Background: an optimization exercise with open tools, aiming at small area. Do not read the settings as production practice. In this exercise RTL edits were held to simulation tests only and were not proved equivalent to the original.

`flow/flow/run.sh`:
```
#!/bin/bash
# Layout flow: the standard layout (standard.sh) with its synthesis's
# technology mapping changed (see synth_small.tcl) and the port buffers made
# of the smallest buffer cell. The standard synthesis is
# run as well, into orfs_ref/, and the registers of both netlists (names and
# cell types) are compared; if they differ the standard flow is used instead.
# Every tool's output goes to a log file in the work folder.
set -uo pipefail
W=$(pwd)
export SMALL_ABC_SCRIPT=$W/flow/abc_small.script

MAKELINE=$(grep '^make ' standard.sh)
REFLINE=${MAKELINE//WORK_HOME=$W\/orfs/WORK_HOME=$W\/orfs_ref}
MYLINE=${MAKELINE//SYNTH_SCRIPT=$W\/synth_recipe.tcl/SYNTH_SCRIPT=$W\/flow\/synth_small.tcl ADDER_MAP_FILE=$W\/flow\/adders_plain.v}
MYLINE=${MYLINE//\"\$\{@:-finish\}\"/}
# port buffers of the smallest buffer cell rather than the delay buffer
MYLINE="$MYLINE BUFFER_PORTS_ARGS='-buffer_cell sky130_fd_sc_hd__buf_1'"
# adders as yosys's plain carry chains, not mapped to Kogge-Stone carry
# lookahead before ABC (a non-empty SYNTH_OPERATIONS_ARGS replaces that map;
# -nofsm is already given to every synth call)
MYLINE="$MYLINE SYNTH_OPERATIONS_ARGS=-nofsm"
REFLINE=${REFLINE//\"\$\{@:-finish\}\"/}

regs() {
  # instance name and cell type (drive strength dropped) of every flip-flop
  awk '/^ *sky130_fd_sc_hd__(df|sdf|edf|dlx|dlr)/ {c=$1; sub(/_[0-9]+$/, "", c); print c, $2}' "$1" | sort
}

eval "$REFLINE synth" > $W/ref_synth.log 2>&1 &
REFPID=$!
eval "$MYLINE synth" > $W/small_synth.log 2>&1
MYRC=$?
wait $REFPID
REFRC=$?

R=orfs/results/${FLOW_PLATFORM}/nlp_softmax_core/base/1_2_yosys.v
RR=orfs_ref/results/${FLOW_PLATFORM}/nlp_softmax_core/base/1_2_yosys.v
OK=0
if [[ $MYRC -eq 0 && $REFRC -eq 0 && -f $R && -f $RR ]]; then
  regs $R > $W/regs_small.txt
  regs $RR > $W/regs_ref.txt
  if [[ -s $W/regs_ref.txt ]] && cmp -s $W/regs_small.txt $W/regs_ref.txt; then
    OK=1
  fi
fi
echo "small synthesis rc=$MYRC reference rc=$REFRC registers match=$OK" > $W/flow_choice.log

if [[ $OK -eq 1 ]]; then
  eval "$MYLINE finish" > $W/layout.log 2>&1
else
  rm -rf $W/orfs
  bash standard.sh synth > $W/std_synth.log 2>&1
  bash standard.sh finish > $W/layout.log 2>&1
fi
RES=orfs/results/${FLOW_PLATFORM}/nlp_softmax_core/base
if [[ -f $RES/6_final.odb ]]; then
  : # left out here: write the final layout as DEF
fi
```
`flow/flow/abc_small.script`:
```
strash
&get -n
&fraig -x
&put
scorr
dc2
dch -f
dc2
dch -f
dc2
&get -n
&dch -f
&put
amap -m -F 3 -A 8
```
`flow/flow/adders_plain.v`:
```
// Adder map for the adder step of ORFS synthesis: every extracted full or half
// adder becomes plain gates, which ABC then maps with the rest of the logic.
(* techmap_celltype = "$fa" *)
module _plain_fa (A, B, C, X, Y);
  parameter WIDTH = 1;
  (* force_downto *)
  input  [WIDTH-1:0] A, B, C;
  (* force_downto *)
  output [WIDTH-1:0] X, Y;
  assign X = (A & B) | (A & C) | (B & C);
  assign Y = A ^ B ^ C;
endmodule
```
`flow/flow/synth_small.tcl`:
```
proc synth {args} { yosys synth -nofsm -noshare {*}$args }
# the adder step still runs its techmap and opt passes, but extracts nothing
proc extract_fa {args} {}
proc abc {args} {
  set i [lsearch -exact $args -script]
  if {$i >= 0} { lset args [expr {$i + 1}] $::env(SMALL_ABC_SCRIPT) }
  yosys abc {*}$args
}
source $::env(SCRIPTS_DIR)/synth.tcl
# left out here: clear keep_hierarchy, flatten, clean up, hide names made inside functions, write 1_2_yosys.v
```
`flow/standard.sh`:
```
#!/bin/bash
# synth_recipe.tcl (not shown) runs the flow's synth.tcl, then flattens the netlist and writes it again
# the make line also repeats each setting of config.mk as NAME=value (left out here)
make -C /OpenROAD-flow-scripts/flow DESIGN_CONFIG=/design/flow/config.mk WORK_HOME=/design/flow/orfs CLKGATE_MAP_FILE= SYNTH_SCRIPT=/design/flow/synth_recipe.tcl "${@:-finish}"
```
`flow/config.mk`:
```
export PLATFORM = sky130hd
export DESIGN_NAME = nlp_softmax_core
export DESIGN_NICKNAME = nlp_softmax_core
export VERILOG_FILES = /design/flow/design.v
export SDC_FILE = /design/flow/constraint.sdc
export NUM_CORES = 4
export LEC_CHECK = 0
export ABC_AREA = 1
export CAP_MARGIN = 20
export CORE_MARGIN = 2
export CORE_UTILIZATION = 55
export CTS_BUF_LIST = sky130_fd_sc_hd__clkbuf_8
export CTS_CLUSTER_DIAMETER = 60
export CTS_CLUSTER_SIZE = 20
export PLACE_DENSITY = 0.68
export SLEW_MARGIN = 20
```
`flow/constraint.sdc`:
```
create_clock -name core_clock -period 25.0 [get_ports {clk}]
set_input_delay 5.0000 -clock core_clock [delete_from_list [all_inputs] [get_ports {clk}]]
set_output_delay 5.0000 -clock core_clock [all_outputs]
set_load 0.01 [all_outputs]
```
`flow/design.v`:
```
module nlp_subcode (
    input  wire [15:0] a,
    input  wire [15:0] b,
    output reg  [3:0]  code,
    output wire        a_ge_b      
);
    wire [4:0] ea = a[14:10];
    wire [4:0] eb = b[14:10];
    wire [9:0] ma = a[9:0];
    wire [9:0] mb = b[9:0];
    wire special = (&ea) | (&eb);
    wire eff_add = a[15] ^ b[15];
    wire [15:0] mag_df = {1'b0, ea, ma} - {1'b0, eb, mb};
    assign      a_ge_b = ~mag_df[15];
    wire [4:0]  eg = a_ge_b ? ea : eb;
    wire [4:0]  el = a_ge_b ? eb : ea;
    wire [9:0]  mg = a_ge_b ? ma : mb;
    wire [9:0]  ml = a_ge_b ? mb : ma;
    wire        zl = (el == 5'd0);
    wire [4:0]  d  = eg - el;
    wire [13:0] x_ext = {1'b1, mg, 3'b000};
    wire [13:0] y_ext = zl ? 14'd0 : {1'b1, ml, 3'b000};
    reg  [13:0] y_al, y1, y2, y3, y4;
    reg  [14:0] s;
    reg  [11:0] nf;
    reg  [5:0]  ef;
    reg  [5:0]  wf;
    reg  [9:0]  t;
    reg  [3:0]  lz;
    reg  [5:0]  ec;
    reg  [5:0]  eo;
    reg  [4:0]  w;
    reg  [5:0]  e;
    integer     i;
    localparam [4095:0] CODE_TAB = 4096'h00000000000000000000000000000000000000000000000000000000000000000000000000000000000000000000000000000000000000000000000000000000000000000000000000000000000000000000000000000000000000000000000000000000000000000000000000000000000000000000000000000000000000000000000000000000000000000000000000000000000000000000000000000000000000000000000000000000000000000000000000000000000000000000000000000000000000000000000000000000000000000000000000000000000000000000000000000000000000000000000000000000000000000000000000000000fffffffffffffffffffffffffffffffffffffffffffffffffffffffffffffffffffffffffffffffffffffffffffffffffffffffffffffffffffffffffffffffffffffffffffffffffffffffffffffffffffffffffffffffffffffffffffffffffffffffffffffffffffffffffffedccbbaaa99888777666555554444433333322222222221111111111111111000000000000000000000000000000000000000000000000000000000000000000000000000000000000000000000000000000000000000000000000000000000000000000000000000000000000000000000000000000000000000000000000000000000000000000000000000000000000000;
    always @* begin
        y1 = d[0] ? {1'b0, y_ext[13:1]} | {13'd0, y_ext[0]} : y_ext;
        y2 = d[1] ? {2'b0, y1[13:2]} | {13'd0, |y1[1:0]} : y1;
        y3 = d[2] ? {4'b0, y2[13:4]} | {13'd0, |y2[3:0]} : y2;
        y4 = d[3] ? {8'b0, y3[13:8]} | {13'd0, |y3[7:0]} : y3;
        y_al = d[4] ? {13'd0, |y4} : y4;
        s = {1'b0, x_ext} + ({1'b0, y_al} ^ {15{~eff_add}}) + {14'd0, ~eff_add};
        if (s[14]) begin
            nf = s[14:3];  ef = 6'd1;
        end else if (s[13]) begin
            nf = s[13:2];  ef = 6'd0;
        end else begin
            nf = s[12:1];  ef = 6'h3f;
        end
        wf = {1'b0, nf[11:7]} + {5'd0, &nf[6:0]};
        t  = s[11:2];
        lz = 4'd0;
        for (i = 0; i < 10; i = i + 1)
            if (t[i])
                lz = 4'd9 - i[3:0];
        t = t << lz;
        ec = 6'h3e - {2'b00, lz};
        if (s[14:12] != 3'd0) begin
            w  = wf[5] ? 5'b10000 : wf[4:0];
            eo = wf[5] ? ef + 6'd1 : ef;
        end else begin
            w  = t[9:5];
            eo = ec;
        end
        e = {1'b0, eg} + eo;
        if (special)
            code = 4'hf;
        else if (s == 15'd0)
            code = 4'h0;
        else
            code = CODE_TAB[4*{e, w[3:0]} +: 4];
    end
endmodule
module nlp_subcode_lane (
    input  wire [15:0] a,
    input  wire [15:0] b,
    output reg  [3:0]  code
);
    wire [4:0] ea = a[14:10];
    wire [4:0] eb = b[14:10];
    wire [9:0] ma = a[9:0];
    wire [9:0] mb = b[9:0];
    wire special = (&ea) | (&eb);
    wire eff_add = a[15] ^ b[15];
    wire        a_ge_b = eff_add ? (ea >= eb) : b[15];
    wire [4:0]  eg = a_ge_b ? ea : eb;
    wire [4:0]  el = a_ge_b ? eb : ea;
    wire [9:0]  mg = a_ge_b ? ma : mb;
    wire [9:0]  ml = a_ge_b ? mb : ma;
    wire        zl = (el == 5'd0);
    wire [4:0]  d  = eg - el;
    wire [13:0] x_ext = {1'b1, mg, 3'b000};
    wire [13:0] y_ext = zl ? 14'd0 : {1'b1, ml, 3'b000};
    reg  [13:0] y_al, y1, y2, y3, y4;
    reg  [14:0] s;
    reg  [11:0] nf;
    reg  [5:0]  ef;
    reg  [5:0]  wf;
    reg  [9:0]  t;
    reg  [3:0]  lz;
    reg  [5:0]  ec;
    reg  [5:0]  eo;
    reg  [4:0]  w;
    reg  [5:0]  e;
    integer     i;
    localparam [4095:0] CODE_TAB = 4096'h00000000000000000000000000000000000000000000000000000000000000000000000000000000000000000000000000000000000000000000000000000000000000000000000000000000000000000000000000000000000000000000000000000000000000000000000000000000000000000000000000000000000000000000000000000000000000000000000000000000000000000000000000000000000000000000000000000000000000000000000000000000000000000000000000000000000000000000000000000000000000000000000000000000000000000000000000000000000000000000000000000000000000000000000000000000fffffffffffffffffffffffffffffffffffffffffffffffffffffffffffffffffffffffffffffffffffffffffffffffffffffffffffffffffffffffffffffffffffffffffffffffffffffffffffffffffffffffffffffffffffffffffffffffffffffffffffffffffffffffffffedccbbaaa99888777666555554444433333322222222221111111111111111000000000000000000000000000000000000000000000000000000000000000000000000000000000000000000000000000000000000000000000000000000000000000000000000000000000000000000000000000000000000000000000000000000000000000000000000000000000000000;
    always @* begin
        y1 = d[0] ? {1'b0, y_ext[13:1]} | {13'd0, y_ext[0]} : y_ext;
        y2 = d[1] ? {2'b0, y1[13:2]} | {13'd0, |y1[1:0]} : y1;
        y3 = d[2] ? {4'b0, y2[13:4]} | {13'd0, |y2[3:0]} : y2;
        y4 = d[3] ? {8'b0, y3[13:8]} | {13'd0, |y3[7:0]} : y3;
        y_al = d[4] ? {13'd0, |y4} : y4;
        s = {1'b0, x_ext} + ({1'b0, y_al} ^ {15{~eff_add}}) + {14'd0, ~eff_add};
        if (s[14]) begin
            nf = s[14:3];  ef = 6'd1;
        end else if (s[13]) begin
            nf = s[13:2];  ef = 6'd0;
        end else begin
            nf = s[12:1];  ef = 6'h3f;
        end
        wf = {1'b0, nf[11:7]} + {5'd0, &nf[6:0]};
        t  = s[11:2];
        lz = 4'd0;
        for (i = 0; i < 10; i = i + 1)
            if (t[i])
                lz = 4'd9 - i[3:0];
        t = t << lz;
        ec = 6'h3e - {2'b00, lz};
        if (s[14:12] != 3'd0) begin
            w  = wf[5] ? 5'b10000 : wf[4:0];
            eo = wf[5] ? ef + 6'd1 : ef;
        end else begin
            w  = t[9:5];
            eo = ec;
        end
        e = {1'b0, eg} + eo;
        if (special)
            code = 4'hf;
        else if (s == 15'd0)
            code = 4'h0;
        else
            code = CODE_TAB[4*{e, w[3:0]} +: 4];
    end
endmodule
module nlp_fp16_max (
    input  wire [15:0] a,
    input  wire [15:0] b,
    output wire [15:0] y,
    output wire        pick_a
);
    wire [15:0] df = {1'b0, a[14:0]} - {1'b0, b[14:0]};
    wire        ge = ~df[15];
    assign pick_a = (a[15] ^ b[15]) ? b[15] : (a[15] ^ ge);
    assign y = pick_a ? a : b;
endmodule
module nlp_lod (
    input  wire [31:0] x,
    output reg  [3:0]  pos,
    output wire        flag
);
    integer i;
    always @* begin
        pos = 4'd0;
        for (i = 0; i < 16; i = i + 1)
            if (x[16 + i])
                pos = i[3:0];
    end
    assign flag = x[5'd15 + {1'b0, pos}];
endmodule
module nlp_rdiv (
    input  wire [3:0] s,
    input  wire [4:0] t,
    output wire [3:0] e
);
    wire [4:0] df = t - {1'b0, s};
    assign e = df[4] ? 4'd0 : df[3:0];
endmodule
module nlp_pipe_ma (
    input  wire        clk,
    input  wire        reset,
    input  wire        in_valid,
    input  wire [9:0]  in_addr,
    input  wire [63:0] in_word,
    input  wire [15:0] gmax_in,
    output wire        max_valid,
    output wire [9:0]  max_addr,
    output wire [15:0] max_data,
    output wire        vec_valid,
    output wire [9:0]  vec_addr,
    output wire [15:0] vec_out,
    output wire [31:0] acc_out,
    output wire        max_ge_gmax      
);
    reg  [5:1]  v;
    reg  [9:0]  a1, a2, a3, a4, a5;
    reg  [15:0] ua, ub, uc;
    reg  [15:0] m1, m2;
    reg  [1:0]  x1;
    reg  [15:0] k2, k3, k4, k5;
    reg  [3:0]  h3, h4, h5;
    reg  [31:0] acc;
    wire [15:0] max_ab, max_cd, row_max;
    wire        pick_a, pick_c, pick_ab;
    nlp_fp16_max u_max_ab (.a(in_word[15:0]),  .b(in_word[31:16]), .y(max_ab), .pick_a(pick_a));
    nlp_fp16_max u_max_cd (.a(in_word[47:32]), .b(in_word[63:48]), .y(max_cd), .pick_a(pick_c));
    nlp_fp16_max u_max_row (.a(max_ab), .b(max_cd), .y(row_max), .pick_a(pick_ab));
    wire [1:0]  row_idx = pick_ab ? {1'b0, ~pick_a} : {1'b1, ~pick_c};
    wire [15:0] ua_in = (row_idx == 2'd0) ? in_word[31:16] : in_word[15:0];
    wire [15:0] ub_in = (row_idx <= 2'd1) ? in_word[47:32] : in_word[31:16];
    wire [15:0] uc_in = (row_idx <= 2'd2) ? in_word[63:48] : in_word[47:32];
    wire [3:0]  ca, cb, cc;
    nlp_subcode_lane u_sca (.a(ua), .b(m1), .code(ca));
    nlp_subcode_lane u_scb (.a(ub), .b(m1), .code(cb));
    nlp_subcode_lane u_scc (.a(uc), .b(m1), .code(cc));
    wire [3:0]  cm = (&m1[14:10]) ? 4'hf : 4'h0;
    wire [15:0] code;
    assign code[3:0]   = (x1 == 2'd0) ? cm : ca;
    assign code[7:4]   = (x1 == 2'd0) ? ca : (x1 == 2'd1) ? cm : cb;
    assign code[11:8]  = (x1 <= 2'd1) ? cb : (x1 == 2'd2) ? cm : cc;
    assign code[15:12] = (x1 == 2'd3) ? cm : cc;
    wire [3:0] code5;
    nlp_subcode u_sc5 (.a(m2), .b(gmax_in), .code(code5), .a_ge_b(max_ge_gmax));
    wire [3:0]  sh = v[5] ? h5 : 4'd0;
    wire [16:1] o0 = v[5] ? (16'h8000 >> k5[3:0])   : 16'd0;
    wire [16:1] o1 = v[5] ? (16'h8000 >> k5[7:4])   : 16'd0;
    wire [16:1] o2 = v[5] ? (16'h8000 >> k5[11:8])  : 16'd0;
    wire [16:1] o3 = v[5] ? (16'h8000 >> k5[15:12]) : 16'd0;
    wire [17:1] p01 = (k5[3:0] == k5[7:4])   ? {o0, 1'b0} : {1'b0, o0 | o1};
    wire [17:1] p23 = (k5[11:8] == k5[15:12]) ? {o2, 1'b0} : {1'b0, o2 | o3};
    wire [31:0] acc_sh   = acc >> sh;
    wire [31:1] acc_next = acc_sh[31:1] + {14'd0, p01} + {14'd0, p23};
    always @(posedge clk) begin
        if (reset) begin
            v   <= 5'd0;
            acc <= 32'd0;
        end else begin
            v <= {v[4:1], in_valid};
            acc <= {acc_next, acc_sh[0]};
        end
    end
    always @(posedge clk) begin
        a1 <= in_addr;  a2 <= a1;  a3 <= a2;  a4 <= a3;  a5 <= a4;
        ua <= ua_in;  ub <= ub_in;  uc <= uc_in;
        m1 <= row_max;  m2 <= m1;
        x1 <= row_idx;
        k2 <= code;  k3 <= k2;  k4 <= k3;  k5 <= k4;
        h3 <= code5;  h4 <= h3;  h5 <= h4;
    end
    assign max_valid = v[2];
    assign max_addr  = a2;
    assign max_data  = m2;
    assign vec_valid = v[5];
    assign vec_addr  = a5;
    assign vec_out   = k5;
    assign acc_out   = acc;
endmodule
module nlp_pipe_rp (
    input  wire        clk,
    input  wire        reset,
    input  wire        stall,
    input  wire [31:0] x_in,
    output wire [3:0]  ks_out,
    output wire        thr_f,
    output wire        thr_nz,
    output wire [15:0] thr_out
);
    reg [3:0] ks;
    reg       f;
    reg       nz;
    wire [3:0] lod_pos;
    wire       lod_flag;
    nlp_lod u_lod (.x(x_in), .pos(lod_pos), .flag(lod_flag));
    always @(posedge clk) begin
        if (reset) begin
            ks <= 4'd0;
            f  <= 1'b0;
            nz <= 1'b0;
        end else if (!stall) begin
            ks <= lod_pos;
            f  <= lod_flag;
            nz <= 1'b1;
        end
    end
    assign ks_out  = ks;
    assign thr_f   = f;
    assign thr_nz  = nz;
    assign thr_out = nz ? {6'b001110, f, 9'h08B} : 16'h0000;
endmodule
module nlp_pipe_div (
    input  wire        clk,
    input  wire        reset,
    input  wire        in_valid,
    input  wire [15:0] lmax_in,
    input  wire [15:0] gmax_in,
    input  wire [15:0] ky_in,
    input  wire [3:0]  ks_in,
    input  wire        thr_f,
    input  wire        thr_nz,
    output wire        out_valid,
    output wire [63:0] out_word
);
    reg  [5:1]  v;
    reg  [15:0] u1, u2, u3;
    reg  [15:0] q4, q5;
    reg         f4, f5, z4, z5;
    wire [3:0] code;
    nlp_subcode u_sc (.a(lmax_in), .b(gmax_in), .code(code), .a_ge_b());
    wire [15:0] s;
    wire [15:0] e;
    wire [4:0]  t = thr_nz ? (5'd14 - {1'b0, ks_in}) : 5'h1f;
    genvar g;
    generate
        for (g = 0; g < 4; g = g + 1) begin : g_ch
            wire [4:0] sum = {1'b0, code} + {1'b0, ky_in[4*g +: 4]};
            assign s[4*g +: 4] = sum[4] ? 4'hf : sum[3:0];
            nlp_rdiv u_rdiv (.s(u3[4*g +: 4]), .t(t), .e(e[4*g +: 4]));
            assign out_word[16*g +: 16] = {2'b00, q5[4*g +: 4], f5, 1'b0, z5, 3'b000, z5, 1'b0, z5, z5};
        end
    endgenerate
    always @(posedge clk) begin
        if (reset)
            v <= 5'd0;
        else
            v <= {v[4:1], in_valid};
    end
    always @(posedge clk) begin
        u1 <= s;  u2 <= u1;  u3 <= u2;
        q4 <= e;  q5 <= q4;
        f4 <= thr_f;  f5 <= f4;
        z4 <= thr_nz;  z5 <= z4;
    end
    assign out_valid = v[5];
endmodule
module nlp_softmax_core (
    input  wire        clk,
    input  wire        reset,
    input  wire        ma_in_valid,
    input  wire [9:0]  ma_in_addr,
    input  wire [63:0] ma_in_word,
    output wire        max_valid,
    output wire [9:0]  max_addr,
    output wire [15:0] max_data,
    output wire        vec_valid,
    output wire [9:0]  vec_addr,
    output wire [15:0] vec_out,
    output wire [31:0] acc_out,
    output wire [15:0] gmax_out,
    input  wire        rp_stall,
    output wire [3:0]  ks_out,
    output wire [15:0] thr_out,
    input  wire        div_in_valid,
    input  wire [15:0] div_lmax_in,
    input  wire [15:0] div_ky_in,
    output wire        div_out_valid,
    output wire [63:0] div_out_word
);
    reg  [15:0] gmax;
    wire        max_ge_gmax;
    wire        keep = !max_valid ||
                       ((gmax[15] ^ max_data[15]) ? max_data[15] : (gmax[15] ^ !max_ge_gmax));
    always @(posedge clk) begin
        if (reset)
            gmax <= 16'hFBFF;
        else
            gmax <= keep ? gmax : max_data;
    end
    assign gmax_out = gmax;
    nlp_pipe_ma u_ma (
        .clk(clk), .reset(reset),
        .in_valid(ma_in_valid), .in_addr(ma_in_addr), .in_word(ma_in_word),
        .gmax_in(gmax),
        .max_valid(max_valid), .max_addr(max_addr), .max_data(max_data),
        .vec_valid(vec_valid), .vec_addr(vec_addr), .vec_out(vec_out),
        .acc_out(acc_out), .max_ge_gmax(max_ge_gmax)
    );
    wire thr_f, thr_nz;
    nlp_pipe_rp u_rp (
        .clk(clk), .reset(reset), .stall(rp_stall),
        .x_in(acc_out),
        .ks_out(ks_out), .thr_f(thr_f), .thr_nz(thr_nz), .thr_out(thr_out)
    );
    nlp_pipe_div u_div (
        .clk(clk), .reset(reset),
        .in_valid(div_in_valid), .lmax_in(div_lmax_in), .gmax_in(gmax),
        .ky_in(div_ky_in), .ks_in(ks_out), .thr_f(thr_f), .thr_nz(thr_nz),
        .out_valid(div_out_valid), .out_word(div_out_word)
    );
endmodule
```
==> run summary, run 1 <==
The setup violation total in the final timing report came out at 0. The die covers between 40000 and 50000 sq um. TritonCTS built the clock tree. In the final timing run, aggregate negative setup slack is 0 ns. The pin count of the biggest net entering global routing is 37. In this run the horizontal extent of the chip is around 210 um. In the final routed layout, each cell accounts on average for ~18 um.

In this design, the critical path's most frequently occurring cell is sky130_fd_sc_hd__nor2_1. The most used flip-flop cell after synthesis is sky130_fd_sc_hd__dfxtp_1. The final cycle utilization of the critical path came out at 0.7670. The I/O pin count came out at between 200 and 300. The total half-perimeter wirelength after legalization and detailed placement is between 60000 and 70000 um.

The clock reaches the later pin of the worst-skew pair after 0.67 ns. The initial standard-cell utilization of the core came out at 0.5595. The worst stage delay on the critical path came out at about 0.9 ns.

The via count came out at 27581. Counting the buffers created by CTS gives 29. STA classifies the critical path startpoint as an input pin.

The final number of max-transition violations came to 0. The setup slack of the most critical reg-to-reg path came out at roughly 9.5 ns. The fraction of synthesis flops using an asynchronous set or reset pin is 0. The clock arrives with 0.02667 ns of skew.

Routability-driven placement finished with a final weighted congestion of between 1 and 1.5. The final hold slack is 0.3091 ns. The number of detailed-route iterations in the first pass came out at 9.

The longest clock path from root to sink contains 3 buffers. Leaving out fill and tap cells, the most frequent cells in the layout are sky130_fd_sc_hd__nor2_1, sky130_fd_sc_hd__o22ai_1, sky130_fd_sc_hd__dfxtp_1, sky130_fd_sc_hd__clkinv_1, sky130_fd_sc_hd__a21oi_1. The required time of the critical path is ~26 ns.

Of the synthesized area, sequential elements account for 0.3023. The worst setup margin came out at between 5 and 6 ns.

The number of hold-repair buffers added at the cts stage is 0. The placeable core area came out at approximately 42000 sq um. The number of violations reported at the end of detailed-routing iteration 0 is around 2500. The root buffer cell is sky130_fd_sc_hd__clkbuf_8. The adder-cell area share of the yosys netlist is 0. Input and output buffers added on the ports amount to roughly 260. The most frequent standard cell in the layout excluding fill and tap cells is sky130_fd_sc_hd__nor2_1. The count of nets left with antenna violations once routing finished came out at 0. The number of remaining DRC errors is 0. The area share of the leading cell type in the synthesized netlist came out at 0.3023. The transition time at the pin with the least slew margin is between 1 and 1.5 ns. Clock-pin slew was measured on the worst setup and hold paths at between 0.1 and 0.15 ns. The run finished with no timing, DRC or antenna violations. The synthesized netlist cell count is about 3500.

After synthesis the netlist holds a flip-flop and latch count of between 300 and 400. The number of buffers inserted to repair setup after CTS came out at 0. The clock sink count came out at about 360. Of the total synthesized cell area, the portion taken by AND, OR, NAND and NOR gates is 0.2064. The post-synthesis compound-gate area fraction is 0.4136.

The number of flops mapped to enable cells by yosys is 0. The global routing usage summed across all routing layers is 0.3305. The fraction of final layout cells with drive strength greater than 1 is 0.02482.

Averaged over all synthesized cells, the footprint is approximately 6.8 sq um. In this run the worst hold path is classified as flop to flop. Setup repair after global routing left no endpoint under its margin. After synthesis, the largest family of logic cells by area is compound AO/OA/AOI/OAI gates. The total overflow left after global routing is 0.

By area the synthesized netlist is led by sky130_fd_sc_hd__dfxtp_1, sky130_fd_sc_hd__o22ai_1, sky130_fd_sc_hd__nor2_1, sky130_fd_sc_hd__a21oi_1, sky130_fd_sc_hd__o21ai_0. The number of gates resized after CTS was 0. The via count of the first global-routing pass is roughly 25000. The worst-case headroom to the max-slew limit is 0.2549.

The worst setup path is captured at a flop. By startpoint and endpoint, the worst setup path is classified as input pin to flop. More flip-flops sit in one register than any other, and that register is u_ma.acc. On the critical path, the stage with the largest delay is an instance of sky130_fd_sc_hd__a21oi_1. The mux cell area share after synthesis is 0. For this run, the post-layout net count is 3883. Measured along the y axis, the die boundary spans about 210 um.

The wire length after detailed routing came out at around 77000 um. CTS built an H-tree with a depth of 1. The critical-path maximum fanout came out at 29. The data arrival time of the critical path is slightly below 20 ns. The area added between synthesis and finish came out at 9.909%. The unique cell type count in the Yosys netlist came out at 54.

The total inserted antenna cells is 0. The maximum frequency from static timing analysis is ~52 MHz. For this run, the number of Yosys warnings is 7.

The shortest clock period the worst path allows after layout is about 19 ns. The number of flip-flops in the largest register is 32. The number of failing hold endpoints at the final stage came out at 0. The initial antenna violation count is 2. The area of the mapped netlist is between 20000 and 25000 sq um. The xor-xnor portion of the synthesized cell area is 0.0007431. The placement-stage worst setup slack came out at about 5.2 ns. Across the run, the number of max-cap violations was 0. The via count normalized by instance count came out at roughly 6.4.

The row count came out at 75. Of all cell types, the one taking the most synthesized area is sky130_fd_sc_hd__dfxtp_1. The global-route wire length before repair is 121500 um.
-- through the flow --
stage / cells / area, sq um / utilization
global route: 4326 / 25910 / 0.6149
floorplan: 3505 / 23710 / -
finish: 4326 / 25910 / 0.6149
detailed placement: 4280 / 25220 / 0.5985
CTS: 4326 / 25870 / 0.6141
global placement: 4280 / 25220 / 0.5985
-- final timing paths --
path,startpoint,to,cells after the start
worst min-delay path,u_ma.k2[1]$_DFF_P_,u_ma.k3[1]$_DFF_P_,0
worst max register to register,gmax[1]$_SDFFE_PP1N_,u_div.u1[1]$_SDFF_PP1_,86
worst min register to register,u_ma.k2[1]$_DFF_P_,u_ma.k3[1]$_DFF_P_,0
worst max-delay path,div_lmax_in[2],u_div.u1[1]$_SDFF_PP1_,86
-- layout make-up --
class / instances / area (sq um)
repair buffers: 299 / 1265
clock inverters: 16 / 245.2
flip-flops and latches: 356 / 7127
clock buffers: 30 / 412.9
well taps: 539 / 674.4
inverters: 356 / 1336
fillers: 3983 / 16220
multi-input cells: 2730 / 14850
-- critical path: cells and delay by family --
kind / cells / cell delay (ns)
buf+inv: 8 / 2.03
compound gates: 29 / 7.06
simple gates: 49 / 5.63
-- kinds of logic (layout without fill, tap and decap cells) --
group / count (synthesis) / after routing
flip-flops: 356 / 356
other: 1 / 36
XOR/XNOR: 2 / 2
AO/OA/AOI/OAI: 1531 / 1531
buffers and inverters: 419 / 701
AND/OR/NAND/NOR: 1161 / 1161
-- routing by layer --
metal,part of all wire,GRT usage,up-vias
met2,0.46,0.5633,1257
met1,0.41,0.4170,12473
met4,0.044,0.1408,4
li1,-,-,13621
met3,0.078,0.04758,226
met5,0.00035,0,-
-- synthesized netlist by cell type, drive strengths merged (51+ instances only) --
library cell    n
dfxtp         356
o32ai          51
o221ai         51
clkinv        356
nor3           82
o22ai         490
nand3          75
o21ai         288
nand2         260
buf            63
nor2          630
a21oi         305
o22a           81
a21o           71
==> inputs of run 2 (changes only) <==
--- a/flow/design.v
+++ b/flow/design.v
@@ -156,16 +156,18 @@
 module nlp_lod (
     input  wire [31:0] x,
     output reg  [3:0]  pos,
-    output wire        flag
+    output reg         flag
 );
     integer i;
     always @* begin
-        pos = 4'd0;
+        pos  = 4'd0;
+        flag = x[15];
         for (i = 0; i < 16; i = i + 1)
-            if (x[16 + i])
-                pos = i[3:0];
+            if (x[16 + i]) begin
+                pos  = i[3:0];
+                flag = x[15 + i];
+            end
     end
-    assign flag = x[5'd15 + {1'b0, pos}];
 endmodule
 module nlp_rdiv (
     input  wire [3:0] s,
==> run 2 against run 1 <==
Compared with the run above: sequential share of layout area barely moved; flip-flop and latch count did not move; critical path depth fell by 3; via count fell by 0.60%; register-to-register slack improved by 1.4 ns; final area rose by 0.18%; setup slack improved by 1.2 ns; clock-buffer cell count rose by 2; synthesized cell count barely moved; maximum frequency rose by 6.8%.
==> run summary, run 2 <==
The area added between synthesis and finish is 9.895%. The final number of max-transition violations is 0. Buffers inserted during clock tree synthesis total 31. The initial antenna violation count came out at 4.

The worst-case clock buffer depth came out at 3. The clock sink count is ~360. Leaving out fill and tap cells, the most frequent cells in the layout are sky130_fd_sc_hd__nor2_1, sky130_fd_sc_hd__o22ai_1, sky130_fd_sc_hd__clkinv_1, sky130_fd_sc_hd__dfxtp_1, sky130_fd_sc_hd__a21oi_1.

The clock reaches the later pin of the worst-skew pair after just under 0.7 ns. The root buffer cell is sky130_fd_sc_hd__clkbuf_8. The worst register-to-register path ends at u_div.u1[6]$_SDFF_PP1_. After legalization and detailed placement, the total HPWL measured between 60000 and 70000 um. The maximum clock skew at final layout is roughly 0.028 ns.

Synthesis inferred around 360 register bits. The global routing usage summed across all routing layers came out at 0.3256. The depth of the worst hold-timing path is 0. Once detail routing completed, the nets flagged for antenna violations numbered 0. The filler cell count in the final layout came out at 4014. The number of buffers inserted to repair setup after CTS came out at 0.

The critical-path maximum fanout is 28. The I/O pin count is approximately 300. The wire length after detailed routing came out at approximately 76000 um.

The count of buffers added on input and output ports is roughly 260. The flow ran to the end and the layout has no timing, DRC or antenna violations. Setup repair after global routing left no endpoint under its margin. The initial standard-cell utilization of the core is 0.5606. The kind of critical path is input pin to flop. The share of synthesized area occupied by flip-flops and latches came out at 0.3017. In this run the critical register-to-register path is launched from gmax[1]$_SDFFE_PP1N_. The synthesized design spends more area on one cell type than any other, namely sky130_fd_sc_hd__dfxtp_1. The number of violations reported at the end of detailed-routing iteration 0 came out at ~2600. The maximum frequency from static timing analysis came out at 55.68 MHz. The via count of the first global-routing pass was approximately 24000. The synthesized netlist cell count came out at around 3500. The worst setup path is captured at a flop. Setup violations remaining at the end of the flow were counted as 0. Summed over all layers, the global routing overflow is 0.

The setup slack of the most critical reg-to-reg path came out at ~11 ns. The number of levels in the clock H-tree came out at 1. The library cell contributing the largest single delay on the critical path is sky130_fd_sc_hd__o221ai_1. The global-route wire length before repair came out at 120300 um.

The number of synthesis warnings is 7. The via count came out at ~27000. The full die area came out at 44620 sq um.

By area the synthesized netlist is led by sky130_fd_sc_hd__dfxtp_1, sky130_fd_sc_hd__o22ai_1, sky130_fd_sc_hd__nor2_1, sky130_fd_sc_hd__a21oi_1, sky130_fd_sc_hd__o21ai_0. By count the netlist is led by sky130_fd_sc_hd__nor2_1, sky130_fd_sc_hd__o22ai_1, sky130_fd_sc_hd__clkinv_1. The tightest hold path in the finished design has a slack of 0.3279 ns. By instance count, the leading cell after synthesis is sky130_fd_sc_hd__nor2_1. The transition time at the pin with the least slew margin is between 1 and 1.5 ns. The via count normalized by instance count is ~6.3.

The number of failing hold endpoints at the final stage is 0. Counting cells, the worst reg-to-reg path comes to 82. The total of max-cap violations came out at 0. The die is 211.2 um wide.

The repair_antennas step left the layout with diodes totalling 0. The worst hold path begins at u_ma.k3[6]$_DFF_P_. The most frequent standard cell in the layout excluding fill and tap cells is sky130_fd_sc_hd__nor2_1. The pin count of the biggest net entering global routing is 36. The worst-case hold path end point is u_ma.k4[6]$_DFF_P_. The accumulated negative setup slack came out at 0 ns. After synthesis, the mean cell area works out to a little under 7 sq um.

After clock tree synthesis, the clock-pin slew on the worst setup and hold paths is around 0.11 ns. The critical path startpoint category is an input pin. The cell seen most often among critical-path stages is sky130_fd_sc_hd__nor2_1. The worst stage delay on the critical path is roughly 0.84 ns. The area of the mapped netlist is approximately 24000 sq um. The number of flip-flops in the largest register is 32. The required time of the critical path came out at between 20 and 30 ns. Dividing the final minimum period by the clock period gives 0.7184. The data arrival time of the critical path is between 15 and 20 ns. The shortest clock period the worst path allows after layout is 17.96 ns. The most used flip-flop cell after synthesis is sky130_fd_sc_hd__dfxtp_1. The placeable core area came out at between 40000 and 50000 sq um. The min-delay analysis places its worst path in the category flop to flop.

TritonCTS built the clock tree. The area share of the leading cell type in the synthesized netlist came out at 0.3017. The fraction of final layout cells with drive strength greater than 1 is 0.02429.

The net total in the final layout came out at roughly 3900. The row count is 75. The final routed wire length divided by cell count is between 15 and 20 um.

The unique cell type count in the Yosys netlist came out at 54. In this run, synthesis inferred 0 flip-flops with an integrated enable. Of all flip-flops after synthesis, the portion carrying an async set or reset was 0. The floorplan step set the die height to about 210 um.

Measured against its own limit, the worst slew margin works out to 0.2982. Buffers inserted to repair hold after CTS numbered 0. Before antenna repair, the detailed router went through 8 iterations.

The total of cells resized after clock tree synthesis came out at 0. At the end of routability-driven placement, the weighted congestion stood at around 1.0. The number of remaining DRC errors came out at 0. More flip-flops sit in one register than any other, and that register is u_ma.acc.
run 2: cell type report:
class                   instances  area [sq um]  share of cell area
inverters                     376          1411             0.05437
well taps                     539         674.4             0.02598
flip-flops and latches        356          7127              0.2746
clock inverters                20         276.5             0.01065
clock buffers                  32         440.4             0.01697
repair buffers                292          1232             0.04748
multi-input cells            2712         14790              0.5700
run 2: critical path, delay by kind of cell:
kind            cells  cell delay, ns
simple gates       47            6.47
compound gates     31            5.67
buf+inv             5            1.39
run 2: how the worst max path moves through the flow:
stage / start / to / slack [ns] / cells after the start
finish: div_lmax_in[2] / u_div.u1[6]$_SDFF_PP1_ / 7.04 / 83
global route: div_lmax_in[2] / u_div.u1[13]$_SDFF_PP1_ / 5.32 / 83
CTS: div_lmax_in[2] / u_div.u1[6]$_SDFF_PP1_ / 6.76 / 82
detailed placement: div_lmax_in[2] / u_div.u1[6]$_SDFF_PP1_ / 6.10 / 82
global placement: div_lmax_in[2] / u_div.u1[5]$_SDFF_PP1_ / 6.87 / 82
floorplan: div_lmax_in[2] / u_div.u1[13]$_SDFF_PP1_ / 6.91 / 80
run 2: through the flow:
stage,util,area (sq um),std cells,setup slack (ns)
finish,0.6160,25960,4327,7.040
global route,0.6160,25960,4327,5.316
CTS,0.6157,25940,4327,6.758
detailed placement,0.5987,25230,4275,6.098
global placement,0.5980,25200,4274,6.875
floorplan,-,23750,3507,6.907
run 2: cell families after synthesis:
kind of cell,Yosys count,synth area share
AOI/OAI and AO/OA,1544,0.4180
and+or+nand+nor,1132,0.2003
other,1,0.0001588
buffers and inverters,439,0.07978
DFF,356,0.3017
run 2: metal layers:
layer / up-vias / GRT usage / part of all wire
met5: - / 0 / 0.0012
met4: 8 / 0.1309 / 0.040
met3: 219 / 0.05665 / 0.085
met2: 1213 / 0.5447 / 0.46
met1: 12361 / 0.4159 / 0.41
li1: 13615 / - / -
==> inputs of run 3 (changes only) <==
--- a/flow/config.mk
+++ b/flow/config.mk
@@ -10,7 +10,7 @@
 export CORE_MARGIN = 2
 export CORE_UTILIZATION = 55
 export CTS_BUF_LIST = sky130_fd_sc_hd__clkbuf_8
-export CTS_CLUSTER_DIAMETER = 60
-export CTS_CLUSTER_SIZE = 20
+export CTS_CLUSTER_DIAMETER = 50
+export CTS_CLUSTER_SIZE = 16
 export PLACE_DENSITY = 0.68
 export SLEW_MARGIN = 20
==> run 3 against run 2 <==
Compared with the run above: flip-flop and latch count stayed put; register-to-register slack worse by 0.03 ns; cell count is 0.28% higher; synthesized area stayed put; setup slack worse by 0.057 ns; utilization is 0.20 points higher; synthesized cell count stayed put; critical endpoint unchanged; highest routed layer unchanged; clock skew is 0.013 ns higher.
==> run summary, run 3 <==
The flip-flop and latch count after synthesis is about 360. The final cycle utilization of the critical path is 0.7207. The worst-case headroom to the max-slew limit came out at 0.3130. The number of levels in the clock H-tree came out at 2.

After the first detailed-routing iteration, the DRC count stood at 2478. The final hold slack came out at slightly below 0.3 ns. In this run the clock root is driven by a sky130_fd_sc_hd__clkbuf_8. The synthesized netlist cell count came out at about 3500. The placeable core area came out at between 40000 and 50000 sq um.

The number of flops mapped to enable cells by yosys is 0. The via count of the first global-routing pass came out at between 20000 and 25000. The share of synthesized area occupied by flip-flops and latches is 0.3017. In the routed design, unresolved DRC markers number 0. The final number of max-transition violations came to 0. For this block, the routed nets add up to 76320 um of wire.

The via count came out at approximately 27000. The library cells used most frequently in the layout, excluding fill and tap cells, are sky130_fd_sc_hd__nor2_1, sky130_fd_sc_hd__o22ai_1, sky130_fd_sc_hd__clkinv_1, sky130_fd_sc_hd__dfxtp_1, sky130_fd_sc_hd__a21oi_1. The setup violation total in the final timing report came out at 0. The global-route wire length before repair is 120400 um. The pin count of the biggest net entering global routing came out at 36. Yosys printed 7 warnings. In the final layout, the share of cells above drive strength 1 is 0.02553. Compared with the post-synthesis result, the final layout area differs by 10.26%. The initial standard-cell utilization of the core is 0.5606. The number of detailed-route iterations in the first pass is 9. The full die area came out at between 40000 and 50000 sq um.

After clock tree synthesis, the clock-pin slew on the worst setup and hold paths is approximately 0.1 ns. The transition time at the pin with the least slew margin came out at ~1.0 ns. The area of the mapped netlist came out at ~24000 sq um. Setup total negative slack on the finished layout was measured at 0 ns.

The critical-path maximum fanout came out at 28. The horizontal die dimension is approximately 210 um. Counting along the longest clock path gives a buffer depth of 3. The largest total area in the synthesized netlist belongs to sky130_fd_sc_hd__dfxtp_1. For this run, the share of the core covered by cells in the final layout is 0.6181.

The fraction of synthesis flops using an asynchronous set or reset pin came out at 0. The leftover overflow at the end of global routing is 0. Ranked by instance count, the synthesized netlist is headed by sky130_fd_sc_hd__nor2_1, sky130_fd_sc_hd__o22ai_1, sky130_fd_sc_hd__clkinv_1. In the post-synthesis netlist, the biggest area contributors are sky130_fd_sc_hd__dfxtp_1, sky130_fd_sc_hd__o22ai_1, sky130_fd_sc_hd__nor2_1, sky130_fd_sc_hd__a21oi_1, sky130_fd_sc_hd__o21ai_0. The later-pin clock latency in the skew report is between 0.6 and 0.7 ns.

From bottom edge to top edge, the die measures roughly 210 um. The global routing usage summed across all routing layers came out at 0.3274. The worst setup path is captured at a flop. The critical path startpoint category is an input pin. The row count came out at 75. Setup repair after global routing left no endpoint under its margin. The library cell contributing the largest single delay on the critical path is sky130_fd_sc_hd__o221ai_1. The tightest min-delay check is of the flop to flop type. STA puts the critical path data required time at approximately 26 ns. The netlist uses between 50 and 60 different library cells.

The final instance count without filler cells is ~4300. The via count normalized by instance count is ~6.3. The number of failing hold endpoints at the final stage came out at 0.

TritonCTS built the clock tree. After layout, the minimum clock period comes to approximately 18 ns. During I/O placement, the number of pins put on the boundary was ~300. The initial antenna violation count came to 5.

The data arrival time of the critical path is around 19 ns. u_ma.acc holds more flip-flops than any other register. Among all flip-flop cells after synthesis, the most frequent one is sky130_fd_sc_hd__dfxtp_1. The number of buffers inserted to repair setup after CTS is 0. The net total in the final layout is roughly 4000. The final antenna-violating net count came out at 0. After detailed routing, the average wire length per cell comes to roughly 18 um. The filler cell count in the final layout came out at 3992. The clock sink count is approximately 360. For this run, the slowest stage of the critical path takes 0.82 ns. The total half-perimeter wirelength after legalization and detailed placement is ~60000 um.

The mean instance size in the synthesized netlist came out at 6.803 sq um. The cell that appears most often on the critical path is sky130_fd_sc_hd__nor2_1. The total clock buffers created by CTS came out at 38.

The cell with the most instances after synthesis is sky130_fd_sc_hd__nor2_1. The total of cells resized after clock tree synthesis came out at 0. The critical path is of the input pin to flop type. The number of hold-repair buffers added at the cts stage is 0. The cell count after placement is approximately 4300.

Leaving out fill and tap cells, the most frequent cell in the layout is sky130_fd_sc_hd__nor2_1. Across the run, the number of max-cap violations was 0. The area share of the leading cell type in the synthesized netlist came out at 0.3017.

The port buffer count came out at ~260. The maximum clock skew at final layout is a little over 0.04 ns. The placer congestion estimate is between 1 and 1.5. The number of flip-flops in the largest register is 32.

The flow ran to the end and the layout has no timing, DRC or antenna violations. Based on the critical path, the design can be clocked at up to 55.50 MHz.
run 3: cell counts after synthesis:
No cell type changed its count.
run 3: metrics by stage:
stage,worst slack (ns),cell area (sq um)
3_5_place_dp,6.098,25230
3_3_place_gp,6.875,25200
5_1_grt,5.238,26040
6_report,6.983,26040
2_1_floorplan,6.907,23750
4_1_cts,6.673,26030
run 3: worst paths after layout:
path | cells after the start | slack (ns) | to | startpoint
setup / recovery | 82 | 6.98 | u_div.u1[6]$_SDFF_PP1_ | div_lmax_in[2]
setup reg to reg | 82 | 10.86 | u_div.u1[6]$_SDFF_PP1_ | gmax[1]$_SDFFE_PP1N_
hold reg to reg | 0 | 0.30 | u_ma.k4[9]$_DFF_P_ | u_ma.k3[9]$_DFF_P_
hold / removal | 0 | 0.30 | u_ma.k4[9]$_DFF_P_ | u_ma.k3[9]$_DFF_P_
run 3: layout make-up:
cell class                      instances  area, sq um  share of cell area
Antenna cell                            1        2.502          0.00009609
Clock buffer                           39        536.8             0.02061
Clock inverter                         24        262.8             0.01009
Inverter                              376         1411             0.05420
Multi-Input combinational cell       2712        14790              0.5681
Sequential cell                       356         7127              0.2737
Tap cell                              539        674.4             0.02590
Timing Repair Buffer                  292         1232             0.04733
run 3: kinds of logic after synthesis:
logic type             synth area share
AO/OA/AOI/OAI                    0.4180
other                         0.0001588
flip-flops                       0.3017
AND/OR/NAND/NOR                  0.2003
buffers and inverters           0.07978
run 3: critical path, delay by kind of cell:
kind	cells	cell delay (ns)
AOI/OAI and AO/OA	31	5.78
buffers and inverters	5	1.42
and+or+nand+nor	46	6.33
run 3: per-layer routing:
layer | vias up | global-route usage | share of wire
met1 | 12395 | 0.4140 | 0.41
met3 | 213 | 0.06140 | 0.087
met2 | 1205 | 0.5459 | 0.46
met5 | - | 0 | 0.00069
met4 | 8 | 0.1396 | 0.039
li1 | 13615 | - | -

==> afterwards: timing with drivers on the ports <==
How much do the figures lean on ideal ports? The routed layouts below were timed once more, with nothing changed but the port constraints. Step 1 assumes that a clkbuf_16 drives the clock port and a buf_2 every other input. Step 2 also shifts input and output timing later by t, the mid clock arrival at the registers, as if the neighbouring blocks saw the same clock. a / b / c = ideal / step 1 / step 2; a / b = the first two.
run	t (ns)	setup WS [ns]	latest minus earliest clock arrival (ns)	pins driven straight from the clock port
run 1	0.712	5.825 / 5.857 / 5.145	0.033 / 0.033	1
run 2	0.718	7.040 / 7.068 / 6.350	0.036 / 0.035	1
run 3	0.668	6.983 / 7.017 / 6.349	0.043 / 0.043	1
After both steps every run listed still meets setup and hold. For run 2, which loses most, drivers alone change the setup slack by +0.028 ns; drivers and shift together by -0.690 ns.
